What follows belongs to an exercise in optimizing a design on an open flow for small area and a short achievable clock period; a production flow would make more cautious choices.
Function was checked by simulation only, so behaviour that the tests miss may differ from the original.
No activity file was given, so power comes from the tool's default toggle rates.

## v6
==> flow/design.v <==
module hfp8_enc_pre (
    input  wire [30:0] a,         
    input  wire [6:0]  ebias,     
    output wire [8:0]  s1,        
    output wire [7:0]  top,       
    output wire        lo         
);
    wire [7:0] e   = a[30:23];
    wire       hid = |e;
    assign s1  = {1'b0, e} + {2'b00, ebias} + 9'd1;
    assign top = hid ? {1'b1, a[22:16]} : a[22:15];
    assign lo  = (|a[14:0]) | (hid & a[15]);
endmodule
module hfp8_enc_lane (
    input  wire [8:0]  s1,        
    input  wire [7:0]  top,       
    input  wire        lo,        
    input  wire [2:0]  ebits,     
    input  wire [2:0]  r,         
    input  wire [5:0]  mh,        
    input  wire [6:0]  mmask,     
    input  wire [6:0]  hm,        
    output wire [6:0]  qp,        
    output wire        up,        
    output wire        ovf,       
    output wire        inexact    
);
    wire        e_ge1  = s1[8] | (s1[7] & (|s1[6:0]));       
    wire        normal = s1[8] | (s1[7] & (|s1[6:1]));       
    wire        zero   = !s1[8] && !s1[7] && ((s1[6:3] != 4'hF) || (s1[2:0] <= ebits));
    assign      ovf    = s1[8] | (s1[7] & (|(s1[6:0] & hm)));
    wire [2:0]  u  = e_ge1 ? r : (ebits - s1[2:0]);
    wire [14:0] w  = {top, 7'd0} >> u;
    wire [6:0]  n      = zero ? 7'd0 : w[14:8];
    wire        guard  = !zero && w[7];
    wire        sticky = lo || (zero ? (|top) : (|w[6:0]));
    reg  [6:0]  eh;                              
    integer k;
    always @(*) begin
        eh = 7'd0;
        for (k = 0; k < 6; k = k + 1)
            eh = eh | ((s1[6:0] << (k + 1)) & {7{mh[k]}});
    end
    assign qp      = normal ? (eh | (n & mmask)) : n;
    assign up      = guard & (sticky | n[0]);
    assign inexact = guard | sticky;
endmodule
module hfp8_dec_lane (
    input  wire        sign,
    input  wire [11:0] al,
    input  wire [6:0]  nb,       
    output wire [14:0] f
);
    wire [5:0]  E  = al[11:6];
    wire [5:0]  mt = al[5:0];
    wire        ez = (E == 6'd0);
    reg [2:0] lz;
    always @(*) begin
        casez (mt)
            6'b1?????: lz = 3'd0;
            6'b01????: lz = 3'd1;
            6'b001???: lz = 3'd2;
            6'b0001??: lz = 3'd3;
            6'b00001?: lz = 3'd4;
            6'b000001: lz = 3'd5;
            default:   lz = 3'd6;
        endcase
    end
    wire       sub_norm = ({4'd0, lz} < nb);         
    wire [7:0] exp_n    = {2'b0, E} + {1'b0, nb};
    wire [7:0] exp_s    = sub_norm ? ({1'b0, nb} - {5'd0, lz}) : 8'd0;
    wire [3:0] sh_s     = sub_norm ? ({1'b0, lz} + 4'd1) : nb[3:0];
    wire [5:0] fr_s     = mt << sh_s;
    wire       zero = ez && (mt == 6'd0);
    wire [7:0] expo = ez ? exp_s : exp_n;
    wire [5:0] fr   = ez ? fr_s : mt;
    assign f = zero ? {sign, 14'd0} : {sign, expo, fr};
endmodule
module hfp8_codec (
    input  wire         clk,
    input  wire         rst,         
    input  wire         in_valid,
    input  wire         mode,        
    input  wire [2:0]   ebits,
    input  wire [7:0]   ebias,
    input  wire [31:0]  maxpos,      
    input  wire [127:0] din,
    output wire         out_valid,
    output wire         err,
    output wire [127:0] dout
);
    genvar i;
    wire [94:0] pre;             
    wire [39:0] dcodes = {din[31:0], 8'd0};
    generate
        for (i = 0; i < 5; i = i + 1) begin : s1pre
            wire [31:0] x = (i == 4) ? maxpos : din[32*i +: 32];
            wire [8:0]  s1;
            wire [7:0]  top;
            wire        lo;
            hfp8_enc_pre u_pre (.a(x[30:0]), .ebias(ebias[6:0]), .s1(s1), .top(top), .lo(lo));
            if (i == 4) begin : m
                assign pre[19*i +: 19] = {x[31], s1, top, lo};
            end else begin : l
                wire [9:0] dc = dcodes[39 - 10*i -: 10];
                assign pre[19*i +: 19] = mode ? {dc[9], s1, dc[8:0]} : {x[31], s1, top, lo};
            end
        end
    endgenerate
    reg         s1_valid;
    reg         s1_mode;
    reg [2:0]   s1_ebits;
    reg [7:0]   s1_ebias;
    reg [2:0]   p_r;         
    reg [5:0]   p_mh;        
    reg [6:0]   p_mmask;     
    reg [6:0]   p_hm;        
    reg [5:0]   p_rh;        
    reg [94:0]  s1_x;
    always @(posedge clk) begin
        if (rst)
            s1_valid <= 1'b0;
        else
            s1_valid <= in_valid;
        s1_mode  <= mode;
        s1_ebits <= ebits;
        s1_ebias <= ebias;
        p_r      <= ebits - 3'd1;
        p_mh     <= 6'd1 << (3'd6 - ebits);
        p_mmask  <= 7'h7F >> ebits;
        p_hm     <= 7'h7F << ebits;
        p_rh     <= 6'd1 << (ebits - 3'd1);
        s1_x     <= pre;
    end
    wire [31:0] s1_codes = {s1_x[18], s1_x[8:0], s1_x[37], s1_x[27:19],
                            s1_x[56], s1_x[46:38], s1_x[75], s1_x[65]};
    wire [6:0] mq;
    wire       mup, movf, minexact;
    hfp8_enc_lane u_encm (
        .s1(s1_x[93:85]), .top(s1_x[84:77]), .lo(s1_x[76]),
        .ebits(s1_ebits), .r(p_r), .mh(p_mh), .mmask(p_mmask), .hm(p_hm),
        .qp(mq), .up(mup), .ovf(movf), .inexact(minexact)
    );
    wire perr = (s1_ebits == 3'd0) || (s1_ebits == 3'd7) || (s1_ebias == 8'd0) || s1_ebias[7]
             || (!s1_mode && (s1_x[94] || ((s1_x[84:77] == 8'd0) && !s1_x[76])));
    wire [51:0] s2_d;        
    generate
        for (i = 0; i < 4; i = i + 1) begin : s2lane
            wire [18:0] x = s1_x[19*i +: 19];
            wire [6:0]  qp;
            wire        up, ovf;
            hfp8_enc_lane u_enc (
                .s1(x[17:9]), .top(x[8:1]), .lo(x[0]),
                .ebits(s1_ebits), .r(p_r), .mh(p_mh), .mmask(p_mmask), .hm(p_hm),
                .qp(qp), .up(up), .ovf(ovf), .inexact()
            );
            wire [7:0] c = s1_codes[8*i +: 8];
            reg [11:0] al;
            integer k;
            always @(*) begin
                al = 12'd0;
                for (k = 0; k < 6; k = k + 1)
                    al = al | (({5'd0, c[6:0]} << k) & {12{p_rh[k]}});
            end
            assign s2_d[13*i +: 13] = s1_mode ? {c[7], al} : {x[18], qp, up, ovf, 3'b000};
        end
    endgenerate
    reg         s2_valid;
    reg         s2_mode;
    reg         s2_perr;
    reg         s2_movf;
    reg         s2_minexact;
    reg [6:0]   s2_nb;       
    reg [6:0]   s2_mq;
    reg         s2_mup;
    reg [51:0]  s2_lane;
    always @(posedge clk) begin
        if (rst)
            s2_valid <= 1'b0;
        else
            s2_valid <= s1_valid;
        s2_mode     <= s1_mode;
        s2_perr     <= perr;
        s2_movf     <= movf;
        s2_minexact <= minexact;
        s2_nb       <= ~s1_ebias[6:0];
        s2_mq       <= mq;
        s2_mup      <= mup;
        s2_lane     <= s2_d;
    end
    wire param_err = s2_perr || (!s2_mode && (s2_movf || ((s2_mq == 7'h7F) && s2_minexact)));
    wire [6:0]  mq1 = s2_mq + 7'd1;
    wire [6:0]  cm  = s2_mup ? mq1 : s2_mq;
    wire [31:0] codes;
    wire [59:0] dec;
    generate
        for (i = 0; i < 4; i = i + 1) begin : s3lane
            wire [12:0] l   = s2_lane[13*i +: 13];
            wire [6:0]  qp  = l[11:5];
            wire        up  = l[4];
            wire        ovf = l[3];
            wire [6:0]  q   = qp + {6'd0, up};
            wire [7:0]  d   = {1'b0, qp} - {1'b0, s2_mq};
            wire        ge  = !d[7];
            wire        gt  = ge && (d[6:0] != 7'd0);
            wire        gt1 = ge && (d[6:1] != 6'd0);
            wire        sel = ovf || ((up == s2_mup) ? gt : up ? ge : gt1);
            assign codes[8*i +: 8] = {l[12], sel ? cm : q};
            hfp8_dec_lane u_dec (.sign(l[12]), .al(l[11:0]), .nb(s2_nb), .f(dec[15*i +: 15]));
        end
    endgenerate
    reg          s3_valid;
    reg          s3_err;
    reg [31:0]   s3_lo;      
    reg [44:0]   s3_hi;      
    always @(posedge clk) begin
        if (rst)
            s3_valid <= 1'b0;
        else
            s3_valid <= s2_valid;
        s3_err <= param_err;
        s3_lo  <= param_err ? 32'd0 : s2_mode ? {dec[14:0], 17'd0} : codes;
        s3_hi  <= (s2_mode && !param_err) ? dec[59:15] : 45'd0;
    end
    assign out_valid = s3_valid;
    assign err       = s3_err;
    assign dout      = {s3_hi[44:30], 17'd0, s3_hi[29:15], 17'd0, s3_hi[14:0], 17'd0, s3_lo};
endmodule
clock: 12.0 ns
lec_check: 0
abc_area: 1
cap_margin: 20
core_margin: 2
core_utilization: 60
slew_margin: 20
standard.sh (not shown) runs the stock make flow with config.mk's settings and CLKGATE_MAP_FILE= SYNTH_SCRIPT=/design/flow/synth_recipe.tcl, a recipe that flattens the netlist after the stock synthesis.
==> flow/flow/run.sh <==
#!/bin/bash
set -euo pipefail
bash standard.sh SETUP_SLACK_MARGIN=8.5 "BUFFER_PORTS_ARGS=-buffer_cell sky130_fd_sc_hd__buf_1" finish \
    > standard_flow.log 2>&1
--- input diff v6..v38 ---
--- a/flow/design.v
+++ b/flow/design.v
@@ -110,13 +110,8 @@
     reg         s1_valid;
     reg         s1_mode;
     reg [2:0]   s1_ebits;
     reg [7:0]   s1_ebias;
-    reg [2:0]   p_r;         
-    reg [5:0]   p_mh;        
-    reg [6:0]   p_mmask;     
-    reg [6:0]   p_hm;        
-    reg [5:0]   p_rh;        
     reg [94:0]  s1_x;
     always @(posedge clk) begin
         if (rst)
             s1_valid <= 1'b0;
@@ -124,17 +119,17 @@
             s1_valid <= in_valid;
         s1_mode  <= mode;
         s1_ebits <= ebits;
         s1_ebias <= ebias;
-        p_r      <= ebits - 3'd1;
-        p_mh     <= 6'd1 << (3'd6 - ebits);
-        p_mmask  <= 7'h7F >> ebits;
-        p_hm     <= 7'h7F << ebits;
-        p_rh     <= 6'd1 << (ebits - 3'd1);
         s1_x     <= pre;
     end
     wire [31:0] s1_codes = {s1_x[18], s1_x[8:0], s1_x[37], s1_x[27:19],
                             s1_x[56], s1_x[46:38], s1_x[75], s1_x[65]};
+    wire [2:0] p_r     = s1_ebits - 3'd1;
+    wire [5:0] p_mh    = 6'd1 << (3'd6 - s1_ebits);
+    wire [6:0] p_mmask = 7'h7F >> s1_ebits;
+    wire [6:0] p_hm    = 7'h7F << s1_ebits;
+    wire [5:0] p_rh    = 6'd1 << p_r;
     wire [6:0] mq;
     wire       mup, movf, minexact;
     hfp8_enc_lane u_encm (
         .s1(s1_x[93:85]), .top(s1_x[84:77]), .lo(s1_x[76]),
Notes after the runs:
- Changes observed in v38 relative to v6: growth of design area from synthesis to finish closely matched the old numbers, part of the power in combinational logic rose 2.5 points.
- Diff v6 -> v38: detailed-routing iteration count for the pre-antenna-repair pass dropped 1, die area dropped 1.7%.
- A slowest cell on the critical path of sky130_fd_sc_hd__ha_1 is what v6 shows, while sky130_fd_sc_hd__a2111oi_0 belongs to v38.
- v38 has transition at the pin with the smallest max-transition slack above what v6 had.
- When v38 is set beside v6, its clock network area share turns out to be 0.41 points smaller.
- Row number of cells on the worst reg-to-reg path: v38 lower / v6 higher
- Changes observed in v38 relative to v6: routed wire length shrank by about 5%; placed wire-length estimate after detailed placement decreased 2.6 mm; number of storage elements in the synthesis netlist now sits lower.
- v38 improves on v6 in post-synthesis instance area.

==> static timing again, ports no longer ideal <==
The results above use ideal ports. As a check the final layouts listed here were re-extracted and re-timed, cells and wires unchanged.
Step 1 assumes that a clkbuf_16 drives the clock port and a buf_2 every other input.
Step 2 adds t to the input delays and takes it off the output delays; t is the mean of the earliest and latest rising clock arrival at the registers after step 1. Input paths then give back, and output paths get back, about the clock's delay inside the block.
Slacks: no drivers / after step 1 / after step 2; pairs: no drivers / after step 1.
run	t, ns	slack for setup (ns)	worst hold slack (ns)	latest minus earliest clock arrival (ns)	slew at the worst register clock pin (ns)
v6	0.619	8.512 / 8.476 / 7.914	0.406 / 0.406 / 0.406	0.015 / 0.015	0.07 / 0.07
v38	0.624	8.351 / 8.351 / 7.893	0.384 / 0.384 / 0.384	0.027 / 0.028	0.07 / 0.07
After both steps every run listed still meets setup and hold. The setup slack of v6, which loses most, moves by -0.036 ns with the drivers and by -0.598 ns with both steps.
